This is an optimization exercise on Yosys and OpenROAD, whose aim is small area, not a production implementation.
At most, simulation tests tie the RTL to the original design; equivalence was not proved.
No functional check of the RTL was part of run 3.
Power and IR drop assume default switching activity.

==> design/flow/design.v <==
module remi16_core (
    input  wire        clk,
    input  wire        rst,           
    input  wire        start,         
    input  wire        mode,          
    output wire        ready,
    output reg         done,
    output wire [1:0]  outcome,       
    output wire [2:0]  fault_code,    
    input  wire [3:0]  dbg_sel,
    output wire [15:0] dbg_rdata,
    input  wire [14:0] prog_n,        
    output wire [13:0] imem_addr,     
    input  wire [31:0] imem_rdata,
    output wire        dmem_req,
    output wire        dmem_we,
    output wire [17:0] dmem_addr,     
    output wire [7:0]  dmem_wdata,
    input  wire        dmem_gnt,
    input  wire [7:0]  dmem_rdata     
);
    localparam [2:0] S_IDLE  = 3'd0,
                     S_FETCH = 3'd1,    
                     S_DEC   = 3'd2,    
                     S_WAIT  = 3'd3,    
                     S_WR    = 3'd4,    
                     S_PCINC = 3'd5,    
                     S_MEM   = 3'd6,    
                     S_MEMD  = 3'd7;    
    reg  [2:0]  state;
    reg         second;      
    reg         run_mode;
    reg  [2:0]  res;         
    reg  [3:0]  ph;          
    reg         zr;          
    reg         cy;          
    reg  [7:0]  bbuf;        
    reg  [1:0]  mbl;         
    reg  [15:0] pc;
    assign ready    = (state == S_IDLE);
    assign outcome  = (res == 3'd0) ? 2'd0 : (res == 3'd7) ? 2'd1 : 2'd2;
    assign fault_code = res;
    assign imem_addr = pc[15:2];
    wire [31:0] w    = imem_rdata;
    wire [2:0]  o    = w[2:0];
    wire [3:0]  a0   = w[11:8];
    wire [3:0]  a1   = w[19:16];
    wire [3:0]  a2   = w[27:24];
    wire        a0hi = |w[15:12];
    wire        a1hi = |w[23:20];
    wire        a2hi = |w[31:28];
    wire is_nop = (o == 3'd0);
    wire is_hlt = (o == 3'd1);
    wire is_lit = (o == 3'd2);
    wire is_mov = (o == 3'd3);
    wire is_st  = (o == 3'd4);
    wire is_ld  = (o == 3'd5);
    wire is_add = (o == 3'd6);
    wire is_mem = is_st | is_ld;
    wire bad_op  = (|w[7:3]) | (&w[2:0]);
    wire bad_reg = ((is_lit | is_ld) & a2hi) | ((is_mov | is_add) & (a0hi | a1hi)) |
                   (is_st & a0hi);
    wire [3:0] dst  = is_mov ? a1 : is_add ? 4'd1 : a2;
    wire       dst0 = (dst == 4'd0);
    wire fetch_bad = (pc[1:0] != 2'b00) || ({1'b0, pc[15:2]} >= prog_n);
    reg  [3:0]  sel;
    always @(*) begin
        case (state)
            S_IDLE:  sel = dbg_sel;
            S_FETCH: sel = 4'd5;
            S_PCINC: sel = 4'd0;
            default: sel = a0;
        endcase
    end
    reg  [15:0] rf [1:15];
    reg  [15:0] rsel;
    integer r;
    always @(*) begin
        rsel = (sel == 4'd0) ? pc : 16'd0;
        for (r = 1; r < 16; r = r + 1)
            if (sel == r[3:0] && !zr)
                rsel = rsel | rf[r];
    end
    wire        swap = second && (state == S_MEM);
    wire [3:0]  amt  = ((sel == 4'd0) ? 4'd0 : ph) ^ {swap, 3'b000};
    wire [31:0] rdbl = {rsel, rsel} << amt;
    wire [15:0] rotp = rdbl[31:16];
    assign dbg_rdata = rotp;
    wire        uselit = is_lit;
    wire [15:0] pv  = (state == S_MEMD) ? {dmem_rdata, bbuf} :
                      uselit ? w[23:8] : rotp;
    wire [13:0] inc = pc[15:2] + 14'd1;
    wire [15:0] mea = w[0] ? w[23:8] : w[31:16];
    wire [15:0] acc = mea + {15'd0, second};
    wire pcbit = pc[ph];
    wire pbit = uselit ? w[8 + ph] : (sel == 4'd0) ? pcbit : rsel[0];
    reg  qbit;
    integer q;
    always @(*) begin
        qbit = (a1 == 4'd0) & pcbit;
        for (q = 1; q < 16; q = q + 1)
            if (a1 == q[3:0])
                qbit = qbit | rf[q][0];
    end
    wire bbit = bbuf[ph[2:0]];
    wire sum  = qbit ^ pbit ^ cy;
    wire wd   = is_ld ? bbit : is_add ? sum : pbit;
    wire wact = (state == S_WR);
    genvar g;
    generate
        for (g = 1; g < 16; g = g + 1) begin : gr
            wire wr = wact && (dst == g);
            wire in = wr ? wd : (rf[g][0] & ~zr);
            always @(posedge clk)
                rf[g] <= {in, rf[g][15:1]};
        end
    endgenerate
    assign dmem_req   = (state == S_MEM) && !rst;
    assign dmem_we    = ~w[0];
    assign dmem_addr  = {acc[15] ? ({1'b0, mbl} + 3'd1) : 3'd0, acc[14:0]};
    assign dmem_wdata = rotp[7:0];
    wire bus_bad  = &mea;
    wire wr_start = (ph[2:0] == 3'd7) && (ph[3] ^ (is_ld && second));
    wire wr_end   = (ph[2:0] == 3'd7) && (is_ld || ph[3]);
    reg pc_ld;
    always @(*) begin
        case (state)
            S_DEC:   pc_ld = !bad_op && !bad_reg && (is_lit || is_mov) && dst0;
            S_MEMD:  pc_ld = second && dst0;
            default: pc_ld = 1'b0;
        endcase
    end
    always @(posedge clk) begin
        if (rst)
            pc <= 16'd0;
        else if (state == S_PCINC)
            pc <= {inc, pc[1:0]};
        else if (pc_ld)
            pc <= pv;
    end
    always @(posedge clk) begin
        cy <= wact && is_add && ((qbit & pbit) | (qbit & cy) | (pbit & cy));
        if (state == S_FETCH)
            mbl <= rotp[1:0];
        if (state == S_MEMD)
            bbuf <= dmem_rdata;
    end
    always @(posedge clk) begin
        if (rst) begin
            ph <= 4'd0;
            zr <= 1'b1;
        end else begin
            ph <= ph + 4'd1;
            if (ph == 4'd15)
                zr <= 1'b0;
        end
    end
    always @(posedge clk) begin
        if (rst) begin
            state  <= S_IDLE;
            done   <= 1'b0;
        end else begin
            done <= 1'b0;
            case (state)
                S_IDLE: begin
                    if (start) begin
                        run_mode <= mode;
                        state    <= S_FETCH;
                    end
                end
                S_FETCH: begin
                    if (fetch_bad)
                        finish(3'd4);
                    else
                        state <= S_DEC;
                end
                S_DEC: begin
                    second <= 1'b0;
                    if (bad_op)
                        finish(3'd2);
                    else if (bad_reg)
                        finish(3'd3);
                    else if (is_hlt)
                        finish(3'd7);
                    else if (is_mem && bus_bad)
                        finish(3'd1);
                    else if (is_mem)
                        state <= S_MEM;
                    else if (is_nop || dst0)
                        state <= S_PCINC;
                    else
                        state <= S_WAIT;
                end
                S_WAIT: begin
                    if (wr_start)
                        state <= S_WR;
                end
                S_WR: begin
                    if (wr_end) begin
                        if (is_ld && !second) begin
                            second <= 1'b1;
                            state  <= S_MEM;
                        end else
                            state <= S_PCINC;
                    end
                end
                S_PCINC: retire();
                S_MEM: begin
                    if (dmem_gnt) begin
                        if (is_ld)
                            state <= S_MEMD;
                        else if (!second)
                            second <= 1'b1;
                        else
                            state <= S_PCINC;
                    end
                end
                S_MEMD: begin
                    if (!dst0)
                        state <= S_WAIT;
                    else if (!second) begin
                        second <= 1'b1;
                        state  <= S_MEM;
                    end else
                        state <= S_PCINC;
                end
            endcase
        end
    end
    task finish(input [2:0] code);
        begin
            state <= S_IDLE;
            done  <= 1'b1;
            res   <= code;
        end
    endtask
    task retire;
        begin
            if (run_mode) begin
                state <= S_FETCH;
            end else begin
                state <= S_IDLE;
                done  <= 1'b1;
                res   <= 3'd0;
            end
        end
    endtask
endmodule
==> design/flow/flow/run.sh <==
#!/bin/bash
# Own layout flow: the standard synthesis, then the combinational logic
# is re-mapped for area with Yosys/ABC (registers untouched), then the
# standard ORFS steps from floorplan to finish.
set -euo pipefail
R=orfs/results/${FLOW_PLATFORM}/remi16_core/base
LIB=${FLOW_HOME}/platforms/${FLOW_PLATFORM}/lib/sky130_fd_sc_hd__tt_025C_1v80.lib

bash standard.sh synth > run_synth.log 2>&1

cp $R/1_2_yosys.v $R/1_2_yosys_std.v
sed "s#LIBFILE#${LIB}#g" flow/remap.ys > remap_run.ys
yosys -s remap_run.ys > run_remap.log 2>&1
# the netlist changed: rebuild the synthesis database from it
rm -f $R/1_synth.odb $R/1_synth.sdc
touch $R/1_2_yosys.v $R/1_2_yosys.sdc

bash standard.sh BUFFER_PORTS_ARGS="-buffer_cell sky130_fd_sc_hd__buf_1" finish > run_finish.log 2>&1
test -f out/final.def
==> design/flow/flow/remap.abc <==
strash
dc2
&get -n
&dch -f
&nf -R 1000
&put
strash
&get -n
&dch -f
&nf -R 1000
&put
==> design/flow/flow/remap.ys <==
# Re-map the combinational logic of the standard synthesis for area.
# The flip-flops (and their instance names) are kept as they are.
read_liberty -ignore_miss_func LIBFILE
read_verilog orfs/results/sky130hd/remi16_core/base/1_2_yosys_std.v
hierarchy -top remi16_core
setattr -mod -set keep_hierarchy 1 sky130_fd_sc_hd__df* sky130_fd_sc_hd__edf* sky130_fd_sc_hd__sdf* sky130_fd_sc_hd__dl*
flatten
opt_clean -purge
opt -full
opt_clean -purge
abc -script flow/remap.abc -liberty LIBFILE -dont_use sky130_fd_sc_hd__lpflow* -dont_use sky130_fd_sc_hd__probe*
opt_clean -purge
hilomap -singleton -hicell sky130_fd_sc_hd__conb_1 HI -locell sky130_fd_sc_hd__conb_1 LO
opt_clean -purge
splitnets
opt_clean -purge
select remi16_core
tee -o remap_stat.txt stat -liberty LIBFILE
write_verilog -noattr -noexpr -nohex -nodec -selected orfs/results/sky130hd/remi16_core/base/1_2_yosys.v
==> design/flow/standard.sh <==
#!/bin/bash
# synth_recipe.tcl (not shown) runs the flow's synth.tcl, then flattens the netlist and writes it again
# the make line also repeats each setting of config.mk as NAME=value (left out here)
make -C /OpenROAD-flow-scripts/flow DESIGN_CONFIG=/design/flow/config.mk WORK_HOME=/design/flow/orfs CLKGATE_MAP_FILE= SYNTH_SCRIPT=/design/flow/synth_recipe.tcl "${@:-finish}"
==> design/flow/config.mk <==
export PLATFORM = sky130hd
export DESIGN_NAME = remi16_core
export DESIGN_NICKNAME = remi16_core
export VERILOG_FILES = /design/flow/design.v
export SDC_FILE = /design/flow/constraint.sdc
export NUM_CORES = 4
export LEC_CHECK = 0
export ABC_AREA = 1
export CAP_MARGIN = 20
export CORE_MARGIN = 2
export CORE_UTILIZATION = 50
export CTS_CLUSTER_DIAMETER = 100
export CTS_CLUSTER_SIZE = 25
export GPL_TIMING_DRIVEN = 0
export PLACE_DENSITY = 0.7
export SETUP_SLACK_MARGIN = 0.1
export SLEW_MARGIN = 20
==> design/flow/constraint.sdc <==
create_clock -name core_clock -period 6.0 [get_ports {clk}]
set_input_delay 1.2000 -clock core_clock [delete_from_list [all_inputs] [get_ports {clk}]]
set_output_delay 1.2000 -clock core_clock [all_outputs]
set_load 0.01 [all_outputs]
==> summary.md, run 1 <==
| Metric | Value |
|---|---|
| Status | timing/DRC/antenna clean |
| Post-Place Setup Slack | -432 ps |
| Slew @ Worst Pin | roughly 1100 ps |
| Worst-case clock buffer depth | 3 |
| Syn_nets | about 1.1k |
| Critical path peak fanout | 13 |
| Power Total | between 3 and 4 mW |
| First-pass GRT wire length | 50200 um |
| Final Hold Fails | 0 |
| CP arrival | 4440 ps |
| TritonCTS clock tree | done |
| CP cell instances | buf_1, a22o_1, nor2b_1, nand3_2, nor2_2, buf_8, a222oi_1, nand4_1, a21oi_1, nand3_1, mux2i_1, mux2i_1, mux2i_1, mux2i_2, buf_1 |
| Tmin final | 5640 ps |
| Largest net degree at the start of global routing | 38 |
| Diode count | 0 |
| Hold Crit Class | flop to flop |
| Port bufs | around 130 |
| VDD IR max | around 0.27 mV |
| Fin worst setup slack | roughly 360 ps |
| Buf/Inv on CP | 3 |
| Via density | 6.26 |
| Most frequent cells in the layout | 264 x dfxtp_1, 124 x buf_1, 99 x nand2_1 |
| Die Height | 148 um |
| Critical path class | input port to output pin |
| RD Place Congestion | between 0.9 and 1 |
| CP required | around 4800 ps |
| Vias in the first global route | between 8k and 9k |
| FP Rows | 52 |
| Clock latency (worst-skew pair) | roughly 500 ps |
| Hold_ws | between 300 and 400 ps |
| Commonest non-fill, non-tap cell in the layout | dfxtp_1 |
| DR vias | between 9k and 10k |
| Final Core Density | 0.594 |
| Slew headroom | 0.283 |
| Max incr delay on CP | 380 ps |
| Clock skew | 19.2 ps |
| WL per Instance | 23.4 um |
| FMAX | around 0.18 GHz |
| Chip width | ~150 um |
| Number of remaining DRC errors | 0 |
| Final Cell Area | 12000 sq um |
| Initial antenna violation count | 0 |
| Unrepaired setup endpoints after global routing | false |
| Post-Syn Instances | about 1.0k |
| Setup crit start kind | input port |
| Dpl cells | 1412 |
| Tcrit/Tclk final | 0.940 |
| Total CTS buffers | 15 |
| Max-cap violations | 0 |
| Post-Layout Cell Count | 1442 |
| Post-Syn Area | between 10000 and 15000 sq um |
| Clk root buf | clkbuf_16 |
| CTS H-Tree Depth | 1 |
| Slew Limit Fails | 0 |
| Ports | 129 |
| Setup TNS | 0 ps |
| Most used cell, CP | mux2i_1 |
| Synthesized area per cell | 10.4 sq um |
| Core region area | between 20000 and 25000 sq um |
| Clock tree sinks | about 280 |
| Initial core utilization | 0.510 |
| Critical Path End Type | output pin |
| Hold_buf cts | 0 |
| Top delay family on crit path | simple AND/OR/NAND/NOR gates |
| Worst-path clk slew | approximately 90 ps |
| Final ANT Viol Nets | 0 |
| Post-DP HPWL | 24700 um |
| Nets@finish | between 1k and 1.5k |
| GRT Total Usage | 0.299 |
| Post-Place Cell Area | between 10000 and 15000 sq um |
| Leak | 4.38 nW |
| Slowest CP cell | mux2i_2 |
| Final setup vio count | 0 |
| Layout cell share with drive strength beyond 1 | 0.0691 |
| Flop2flop setup slack | ~1500 ps |
| Total congestion overflow | 0 |
| Layout area overhead | 16.3% |
| Yosys synthesis warning count | 2 |
| Drt total wl | 33700 um |
| PwrDens | around 300 nW/um^2 |
| Iter 0 DRT Violations | roughly 1.2k |
| Die area | 21900 sq um |
| 1st-pass router iterations | 8 |
-- routing by layer --
layer,track usage,share of wire
met5,0,0
met4,0.106,0.038
met1,0.417,0.42
met2,0.453,0.44
met3,0.0753,0.11
-- registers in the layout, summed over array words and instances, names as in the netlist --
signal / cells
cy: 1
run_mode: 1
mbl: 2
second: 1
pc: 16
state: 3
res: 3
rf: 240
done: 1
zr: 1
ph: 4
bbuf: 8
-- power by group --
| group | switching, mW | internal (mW) |
|---|---|---|
| Combinational | 0.381 | 0.173 |
| Sequential | 0.0495 | 1.92 |
| Clock | 0.583 | 0.477 |
| Total | 1.01 | 2.57 |
-- final timing paths --
check	end	depth (start not counted)	startpoint
worst max-delay path	dbg_rdata[1]	15	imem_rdata[11]
worst min-delay path	rf[14][3]	0	rf[14][4]
worst max register to register	pc[9]	21	state[0]
worst min register to register	rf[14][3]	0	rf[14][4]
-- final cells by class --
class	instances	area [sq um]
fillers	1792	8250
flip-flops and latches	281	5780
multi-input cells	703	4680
repair buffers	153	771
clock buffers	16	389
well taps	270	338
inverters	16	60.1
clock inverters	3	30.0
-- what timing repair did --
action	CTS	global route
buffers inserted	0	10
pin swaps	0	4
setup endpoints to repair	29	28
resized for setup	9	23
-- worst reg2reg max path, cell delays in order, from the launching register on --
cell and delay, ps:
dfxtp_2 430, clkinv_1 110, nor2_1 250, nor2_2 130
a22o_1 310, nor2b_1 190, nand3_2 240, nor2_4 80
buf_12 160, a22o_1 250, a221oi_1 250, nand4_1 130
a21oi_1 130, nand3_1 180, mux2i_1 270, mux2i_1 150
mux2i_1 280, mux2i_1 190, a221oi_1 330, nor3_1 130
a21oi_1 190, nor2_1 50
==> run 2: changes to the inputs <==
--- a/design/flow/config.mk
+++ b/design/flow/config.mk
@@ -8,10 +8,10 @@
 export ABC_AREA = 1
 export CAP_MARGIN = 20
 export CORE_MARGIN = 2
-export CORE_UTILIZATION = 50
+export CORE_UTILIZATION = 65
 export CTS_CLUSTER_DIAMETER = 100
 export CTS_CLUSTER_SIZE = 25
 export GPL_TIMING_DRIVEN = 0
-export PLACE_DENSITY = 0.7
+export PLACE_DENSITY = 0.8
 export SETUP_SLACK_MARGIN = 0.1
 export SLEW_MARGIN = 20
==> run 2 against run 1 <==
  * Area after synthesis is the same
  * Power shrank 0.58%
  * Cell count shrank 4.3%
  * Critical endpoint is now dbg_rdata[5]
  * Critical path type unchanged
  * Largest cell class unchanged
  * Synthesized cell count is the same
==> summary.md, run 2 <==
| Metric | Value |
|---|---|
| Number of remaining DRC errors | 0 (unchanged) |
| Diode count | 0 (unchanged) |
| PwrDens | 298 nW/um^2 (was 297 nW/um^2) |
| Slowest CP cell | mux2i_1 (was mux2i_2) |
| Final Cell Area | 11900 sq um (was 12000 sq um) |
| Clock latency (worst-skew pair) | 500 ps (about the same) |
| RD Place Congestion | 0.956 (was 0.918) |
| WL per Instance | 24.5 um (was 23.4 um) |
| Sequential power share | 0.553 (was 0.549) |
| Final Core Density | 0.759 (was 0.594) |
| Largest net degree at the start of global routing | 38 (unchanged) |
| Biggest register | rf (unchanged) |
| Vias in the first global route | 8893 (was 8451) |
| FP Rows | 46 (was 52) |
| Clk pwr share | 0.296 (about the same) |
| Slew Limit Fails | 0 (unchanged) |
| FMAX | 0.172 GHz (was 0.177 GHz) |
| Post-Syn Area | 10400 sq um (unchanged) |
| Top flop regs | rf (240), pc (16), bbuf (8) (unchanged) |
| Most used cell, CP | mux2i_1 (unchanged) |
| Final setup vio count | 0 (unchanged) |
| CP cell instances | buf_1, a22o_1, nor2b_1, nand2_1, nor2_4, buf_6, a22oi_1, nand4_1, a21oi_1, nand3_1, mux2i_1, mux2i_1, mux2i_1, mux2i_1, buf_1 (was buf_1, a22o_1, nor2b_1, nand3_2, nor2_2, buf_8, a222oi_1, nand4_1, a21oi_1, nand3_1, mux2i_1, mux2i_1, mux2i_1, mux2i_2, buf_1) |
| Total congestion overflow | 0 (unchanged) |
| Critical path class | input port to output pin (unchanged) |
| Total CTS buffers | 15 (unchanged) |
| CP required | 4800 ps (about the same) |
| Switch share | 0.282 (was 0.283) |
| Worst-case clock buffer depth | 3 (unchanged) |
| Slew @ Worst Pin | 1080 ps (was 1070 ps) |
| Max-cap violations | 0 (unchanged) |
| CP arrival | 4630 ps (was 4440 ps) |
| Yosys synthesis warning count | 2 (unchanged) |
| Clk root buf | clkbuf_16 (unchanged) |
| Layout area overhead | 15.2% (was 16.3%) |
| Post-Place Cell Area | 11200 sq um (was 11400 sq um) |
| Die area | 17000 sq um (was 21900 sq um) |
| Initial antenna violation count | 1 (was 0) |
| 1st-pass router iterations | 6 (was 8) |
| Final Hold Fails | 0 (unchanged) |
| Final ANT Viol Nets | 0 (unchanged) |
| Post-DP HPWL | 23600 um (was 24700 um) |
| TritonCTS clock tree | done (unchanged) |
| Worst Hold Launch | rf[15][3] (was rf[14][4]) |
| Port bufs | 128 (unchanged) |
| Worst-path clk slew | 100 ps (was 90 ps) |
| Critical Path End Type | output pin (unchanged) |
| Hold_buf cts | 0 (unchanged) |
| Clock tree sinks | 281 (unchanged) |
| Unrepaired setup endpoints after global routing | true (was false) |
| CTS H-Tree Depth | 1 (unchanged) |
| Most frequent cells in the layout | 263 x dfxtp_1, 124 x buf_1, 100 x nand2_1 (was 264 x dfxtp_1, 124 x buf_1, 99 x nand2_1) |
| Tmin final | 5830 ps (was 5640 ps) |
| Clock skew | 24.1 ps (was 19.2 ps) |
| Setup crit start kind | input port (unchanged) |
| Layout cell share with drive strength beyond 1 | 0.0627 (was 0.0691) |
| Via density | 6.83 (was 6.26) |
| Hold_ws | 343 ps (was 348 ps) |
| Worst setup path startpoint | imem_rdata[11] (unchanged) |
| DR vias | 9420 (was 9034) |
| Die Height | 130 um (was 148 um) |
| Tcrit/Tclk final | 0.972 (was 0.940) |
| Max incr delay on CP | 460 ps (was 380 ps) |
| Worst reg2reg startpoint | state[0] (unchanged) |
| Comb power frac | 0.151 (was 0.155) |
| GRT Total Usage | 0.383 (was 0.299) |
| Post-Layout Cell Count | 1380 (was 1442) |
| VDD IR max | 0.268 mV (was 0.266 mV) |
| Setup TNS | 0 ps (unchanged) |
| Largest register FFs | 240 (unchanged) |
| Iter 0 DRT Violations | 1470 (was 1231) |
| Status | timing/DRC/antenna clean (unchanged) |
| Ports | 129 (unchanged) |
| Chip width | 130 um (was 148 um) |
| Hold Crit Class | flop to flop (unchanged) |
| Dpl cells | 1351 (was 1412) |
| First-pass GRT wire length | 49100 um (was 50200 um) |
| Synthesized area per cell | 10.4 sq um (unchanged) |
| Commonest non-fill, non-tap cell in the layout | dfxtp_1 (unchanged) |
| Pint | 2.56 mW (was 2.57 mW) |
| Slew headroom | 0.281 (was 0.283) |
| Leak | 4.32 nW (was 4.38 nW) |
| Critical path peak fanout | 9 (was 13) |
| Drt total wl | 33800 um (was 33700 um) |
| Syn_nets | 1064 (unchanged) |
| Core region area | 15700 sq um (was 20300 sq um) |
| Initial core utilization | 0.659 (was 0.510) |
| Nets@finish | 1225 (was 1234) |
| Post-Syn Instances | 1000 (unchanged) |
| Switch Pwr | 1.01 mW (about the same) |
run 2: per-layer routing:
metal  global-route usage  up-vias  routed length (um)
met2                0.630      705               15500
li1                     -     4171                   -
met1                0.470     4375               12500
met3               0.0795      167                3750
met4                0.224        2                1970
met5                    0        -                   7
run 2: cell type report:
cell class              count  area [sq um]
flip-flops and latches    281          5780
repair buffers            144           704
well taps                 216           270
fillers                  1102          3780
multi-input cells         703          4700
inverters                  16          60.1
clock buffers              17           383
clock inverters             3          33.8
run 2: final timing paths:
check	endpoint	slack, ps	depth (start not counted)
setup / recovery	dbg_rdata[5]	170	15
hold reg to reg	rf[15][2]	340	0
setup reg to reg	pc[11]	1380	20
hold / removal	rf[15][2]	340	0
run 2: worst max-delay path: cells and delay by family:
kind	cells	cell delay (ps)
mux	4	960
compound gates	3	500
simple gates	5	1210
buf+inv	3	750
run 2: repair_timing:
item / CTS / global route
buffers inserted: 0 / 8
pin swaps: 0 / 6
gates cloned: 0 / 0
endpoints found under the setup margin: 29 / 27
endpoints found under the hold margin: 0 / 0
gates resized for setup: 15 / 20
run 2: stage by stage:
| step | total power [mW] | worst slack (ps) |
|---|---|---|
| floorplan | 2.31 | 796 |
| global placement | 2.46 | -1100 |
| detailed placement | 2.49 | -480 |
| CTS | 3.52 | 100 |
| global route | 3.68 | 29.8 |
| finish | 3.56 | 170 |
run 2: power groups by stage:
| stage | registers [mW] | clock network [mW] | logic (mW) |
|---|---|---|---|
| floorplan | 1.99 | 0 | 0.318 |
| global placement | 2.00 | 0 | 0.456 |
| detailed placement | 2.00 | 0 | 0.484 |
| CTS | 1.96 | 1.05 | 0.503 |
| global route | 1.97 | 1.12 | 0.584 |
| finish | 1.97 | 1.05 | 0.539 |
==> run 3: changes to the inputs <==
--- a/design/flow/design.v
+++ b/design/flow/design.v
@@ -90,8 +90,15 @@
     wire [15:0] pv  = (state == S_MEMD) ? {dmem_rdata, bbuf} :
                       uselit ? w[23:8] : rotp;
     wire [13:0] inc = pc[15:2] + 14'd1;
-    wire [15:0] mea = w[0] ? w[23:8] : w[31:16];
-    wire [15:0] acc = mea + {15'd0, second};
+    reg         mea_ld;      
+    reg         c15;         
+    wire [15:0] mea = mea_ld ? w[23:8] : w[31:16];
+    wire [14:0] acc = mea[14:0] + {14'd0, second};
+    wire        acc15 = mea[15] ^ (second & c15);
+    always @(posedge clk) begin
+        mea_ld <= w[0];
+        c15    <= &mea[14:0];
+    end
     wire pcbit = pc[ph];
     wire pbit = uselit ? w[8 + ph] : (sel == 4'd0) ? pcbit : rsel[0];
     reg  qbit;
@@ -117,9 +124,9 @@
     endgenerate
     assign dmem_req   = (state == S_MEM) && !rst;
     assign dmem_we    = ~w[0];
-    assign dmem_addr  = {acc[15] ? ({1'b0, mbl} + 3'd1) : 3'd0, acc[14:0]};
+    assign dmem_addr  = {acc15 ? ({1'b0, mbl} + 3'd1) : 3'd0, acc[14:0]};
     assign dmem_wdata = rotp[7:0];
-    wire bus_bad  = &mea;
+    wire bus_bad  = w[0] ? (&w[23:8]) : (&w[31:16]);
     wire wr_start = (ph[2:0] == 3'd7) && (ph[3] ^ (is_ld && second));
     wire wr_end   = (ph[2:0] == 3'd7) && (is_ld || ph[3]);
     reg pc_ld;
--- a/design/flow/config.mk
+++ b/design/flow/config.mk
@@ -8,10 +8,10 @@
 export ABC_AREA = 1
 export CAP_MARGIN = 20
 export CORE_MARGIN = 2
-export CORE_UTILIZATION = 65
+export CORE_UTILIZATION = 50
 export CTS_CLUSTER_DIAMETER = 100
 export CTS_CLUSTER_SIZE = 25
 export GPL_TIMING_DRIVEN = 0
-export PLACE_DENSITY = 0.8
+export PLACE_DENSITY = 0.7
 export SETUP_SLACK_MARGIN = 0.1
 export SLEW_MARGIN = 20
==> run 3 against run 2 <==
  * Sequential power about the same
  * Cell count up 5.4%
  * Global-route usage down 9.2 points
  * Flip-flop and latch count up 2
  * Hold slack about the same
  * Non-clock buffer count up 8
  * Critical endpoint is now dbg_rdata[0]
  * Highest routed layer is now met4
==> summary.md, run 3 <==
| Metric | Value |
|---|---|
| CP arrival | 4600 ps (was 4630 ps) |
| Vias in the first global route | 8551 (was 8893) |
| Dpl cells | 1423 (was 1351) |
| Tcrit/Tclk final | 0.966 (was 0.972) |
| Leak | 4.38 nW (was 4.32 nW) |
| Most frequent cells in the layout | 265 x dfxtp_1, 126 x buf_1, 120 x nand2_1 (was 263 x dfxtp_1, 124 x buf_1, 100 x nand2_1) |
| TritonCTS clock tree | done (unchanged) |
| RD Place Congestion | 0.910 (was 0.956) |
| Sequential cell area | 5820 sq um (was 5780 sq um) |
| FMAX | 0.173 GHz (was 0.172 GHz) |
| Slowest CP cell | nor2_4 (was mux2i_1) |
| Initial core utilization | 0.511 (was 0.659) |
| Largest net degree at the start of global routing | 29 (was 38) |
| Most used cell, CP | mux2i_1 (unchanged) |
| Ports | 129 (unchanged) |
| Final ANT Viol Nets | 0 (unchanged) |
| Hold_ws | 344 ps (was 343 ps) |
| Layout area overhead | 16.6% (was 15.2%) |
| CTS H-Tree Depth | 1 (unchanged) |
| Core region area | 20400 sq um (was 15700 sq um) |
| Worst Hold Launch | rf[10][12] (was rf[15][3]) |
| Chip width | 148 um (was 130 um) |
| Clock tree sinks | 283 (was 281) |
| Setup TNS | 0 ps (unchanged) |
| Clk pwr share | 0.313 (was 0.296) |
| Top flop regs | rf (240), pc (16), bbuf (8) (unchanged) |
| Via density | 6.28 (was 6.83) |
| Total congestion overflow | 0 (unchanged) |
| Nets@finish | 1245 (was 1225) |
| CP required | 4800 ps (about the same) |
| WL per Instance | 22.8 um (was 24.5 um) |
| PwrDens | 292 nW/um^2 (was 298 nW/um^2) |
| Clock latency (worst-skew pair) | 500 ps (about the same) |
| Post-DP HPWL | 24400 um (was 23600 um) |
| Largest register FFs | 240 (unchanged) |
| Worst-case clock buffer depth | 3 (unchanged) |
| VDD IR max | 0.197 mV (was 0.268 mV) |
| Biggest register | rf (unchanged) |
| Sequential power share | 0.555 (was 0.553) |
| Final Hold Fails | 0 (unchanged) |
| Total CTS buffers | 15 (unchanged) |
| Post-Syn Area | 10400 sq um (about the same) |
| Comb power frac | 0.132 (was 0.151) |
| Critical path class | input port to output pin (unchanged) |
| Slew Limit Fails | 0 (unchanged) |
| Post-Syn Instances | 1012 (was 1000) |
| Initial antenna violation count | 0 (was 1) |
| Slew @ Worst Pin | 963 ps (was 1080 ps) |
| Final setup vio count | 0 (unchanged) |
| Slew headroom | 0.357 (was 0.281) |
| Hold_buf cts | 0 (unchanged) |
| Syn_nets | 1076 (was 1064) |
| Tmin final | 5800 ps (was 5830 ps) |
| Hold Crit Depth | 0 (unchanged) |
| DR vias | 9138 (was 9420) |
| Diode count | 0 (unchanged) |
| Clk root buf | clkbuf_16 (unchanged) |
| Die Height | 148 um (was 130 um) |
| Flop2flop setup slack | 1510 ps (was 1380 ps) |
| Pint | 2.58 mW (was 2.56 mW) |
| First-pass GRT wire length | 50000 um (was 49100 um) |
| FP Rows | 52 (was 46) |
| Port bufs | 128 (unchanged) |
| Max incr delay on CP | 460 ps (about the same) |
| Iter 0 DRT Violations | 917 (was 1470) |
| Critical path peak fanout | 12 (was 9) |
| Status | timing/DRC/antenna clean (unchanged) |
| Setup crit start kind | input port (unchanged) |
| # fillers | 1751 (was 1102) |
| R2r endpoint | pc[8] (was pc[11]) |
| Unrepaired setup endpoints after global routing | false (was true) |
| Post-Layout Cell Count | 1454 (was 1380) |
| Drt total wl | 33200 um (was 33800 um) |
| Critical Path End Type | output pin (unchanged) |
| Clock skew | 20.2 ps (was 24.1 ps) |
| Hold Crit Endpoint | rf[10][11] (was rf[15][2]) |
| 1st-pass router iterations | 8 (was 6) |
| Switch share | 0.272 (was 0.282) |
| GRT Total Usage | 0.292 (was 0.383) |
| CP cell instances | buf_1, a22o_1, and2_0, nand3_2, nor2_4, a22o_1, a221oi_1, nand4_1, a21oi_1, nand3_1, mux2i_1, mux2i_1, mux2i_1, mux2i_2, buf_1 (was buf_1, a22o_1, nor2b_1, nand2_1, nor2_4, buf_6, a22oi_1, nand4_1, a21oi_1, nand3_1, mux2i_1, mux2i_1, mux2i_1, mux2i_1, buf_1) |
| Hold Crit Class | flop to flop (unchanged) |
| Worst-path clk slew | 90 ps (was 100 ps) |
| Synthesized area per cell | 10.3 sq um (was 10.4 sq um) |
| Layout cell share with drive strength beyond 1 | 0.0642 (was 0.0627) |
| Multi-input logic area | 4710 sq um (was 4700 sq um) |
| Number of remaining DRC errors | 0 (unchanged) |
| Yosys synthesis warning count | 2 (unchanged) |
| Switch Pwr | 964 uW (was 1.01 mW) |
| Worst reg2reg startpoint | state[0] (unchanged) |
| Max-cap violations | 0 (unchanged) |
| R2R cell count | 20 (unchanged) |
| Commonest non-fill, non-tap cell in the layout | dfxtp_1 (unchanged) |
| Die area | 22000 sq um (was 17000 sq um) |
## run 3: critical path: cells and delay by family
kind,cells,cell delay (ps)
AOI/OAI and AO/OA,4,700
buffers and inverters,2,470
muxes,4,930
and+or+nand+nor,5,1290
## run 3: what timing repair did
action	in CTS	in global routing
setup buffers	0	11
endpoints found under the setup margin	24	24
pin swaps	0	4
resized for setup	8	24
## run 3: worst max path at each step
stage               slack (ps)             to      startpoint
floorplan                  870   dbg_rdata[0]      dbg_sel[0]
global placement         -1070   dbg_rdata[0]   imem_rdata[9]
detailed placement          70  dmem_wdata[0]  imem_rdata[11]
CTS                        100  dmem_wdata[0]        state[1]
global route                50   dbg_rdata[8]        state[0]
finish                     200   dbg_rdata[0]  imem_rdata[11]
## run 3: final cells by class
type,instances,area share
flip-flops and latches,283,0.479
well taps,270,0.0278
inverters,19,0.00587
clock buffers,17,0.0315
clock inverters,3,0.00453
multi-input cells,710,0.387
repair buffers,152,0.0635
## run 3: power by group through the flow
stage                     clock network [mW]  registers [mW]  logic [mW]
after detailed placement                   0            2.00       0.413
after floorplan                            0            1.99       0.265
after global placement                     0            2.00       0.390
after CTS                               1.12            1.96       0.427
after global routing                    1.17            1.97       0.501
final                                   1.11            1.97       0.468
## run 3: stage by stage
stage / util / instance area, sq um / setup slack [ps] / power [mW]
floorplan: - / 10400 / 874 / 2.26
global placement: 0.552 / 11200 / -1070 / 2.39
detailed placement: 0.562 / 11400 / 69.5 / 2.42
CTS: 0.585 / 11900 / 103 / 3.51
global route: 0.596 / 12100 / 50.2 / 3.65
finish: 0.596 / 12100 / 204 / 3.54
## run 3: per-layer routing
layer	vias up	part of all wire	track usage
li1	4213	-	-
met1	4298	0.42	0.400
met2	538	0.44	0.457
met3	89	0.098	0.0552
met4	0	0.040	0.119
met5	-	0	0

## separate check: timing with driven ports
The flow's constraints put no driver on any port. The routed layouts listed below were extracted and timed again, unchanged, in two steps. Step 1: set_driving_cell puts a clkbuf_16 on clk and a buf_2 on each other input, an assumption about the parent block. Step 2 moves the port delays by t, midway between the first and last clock arrival at a register: inputs arrive t later, outputs are due t later. That takes back most of the time a late clock gives input paths. a / b / c = no drivers / after step 1 / after step 2; a / b = the first two.
run | t, ns | setup WS [ns] | worst setup path after step 2 | slew at the worst register clock pin (ns) | worst slew at a driven data input, ns
run 1 | 0.538 | 0.359 / 0.336 / 0.182 | input to register | 0.10 / 0.10 | 0.06
run 2 | 0.536 | 0.170 / 0.145 / 0.145 | input to output | 0.10 / 0.10 | 0.05
run 3 | 0.536 | 0.204 / 0.179 / 0.179 | input to output | 0.11 / 0.11 | 0.06
After both steps every run listed still meets setup and hold. For run 1, which loses most, drivers alone change the setup slack by -0.023 ns; drivers and shift together by -0.177 ns.
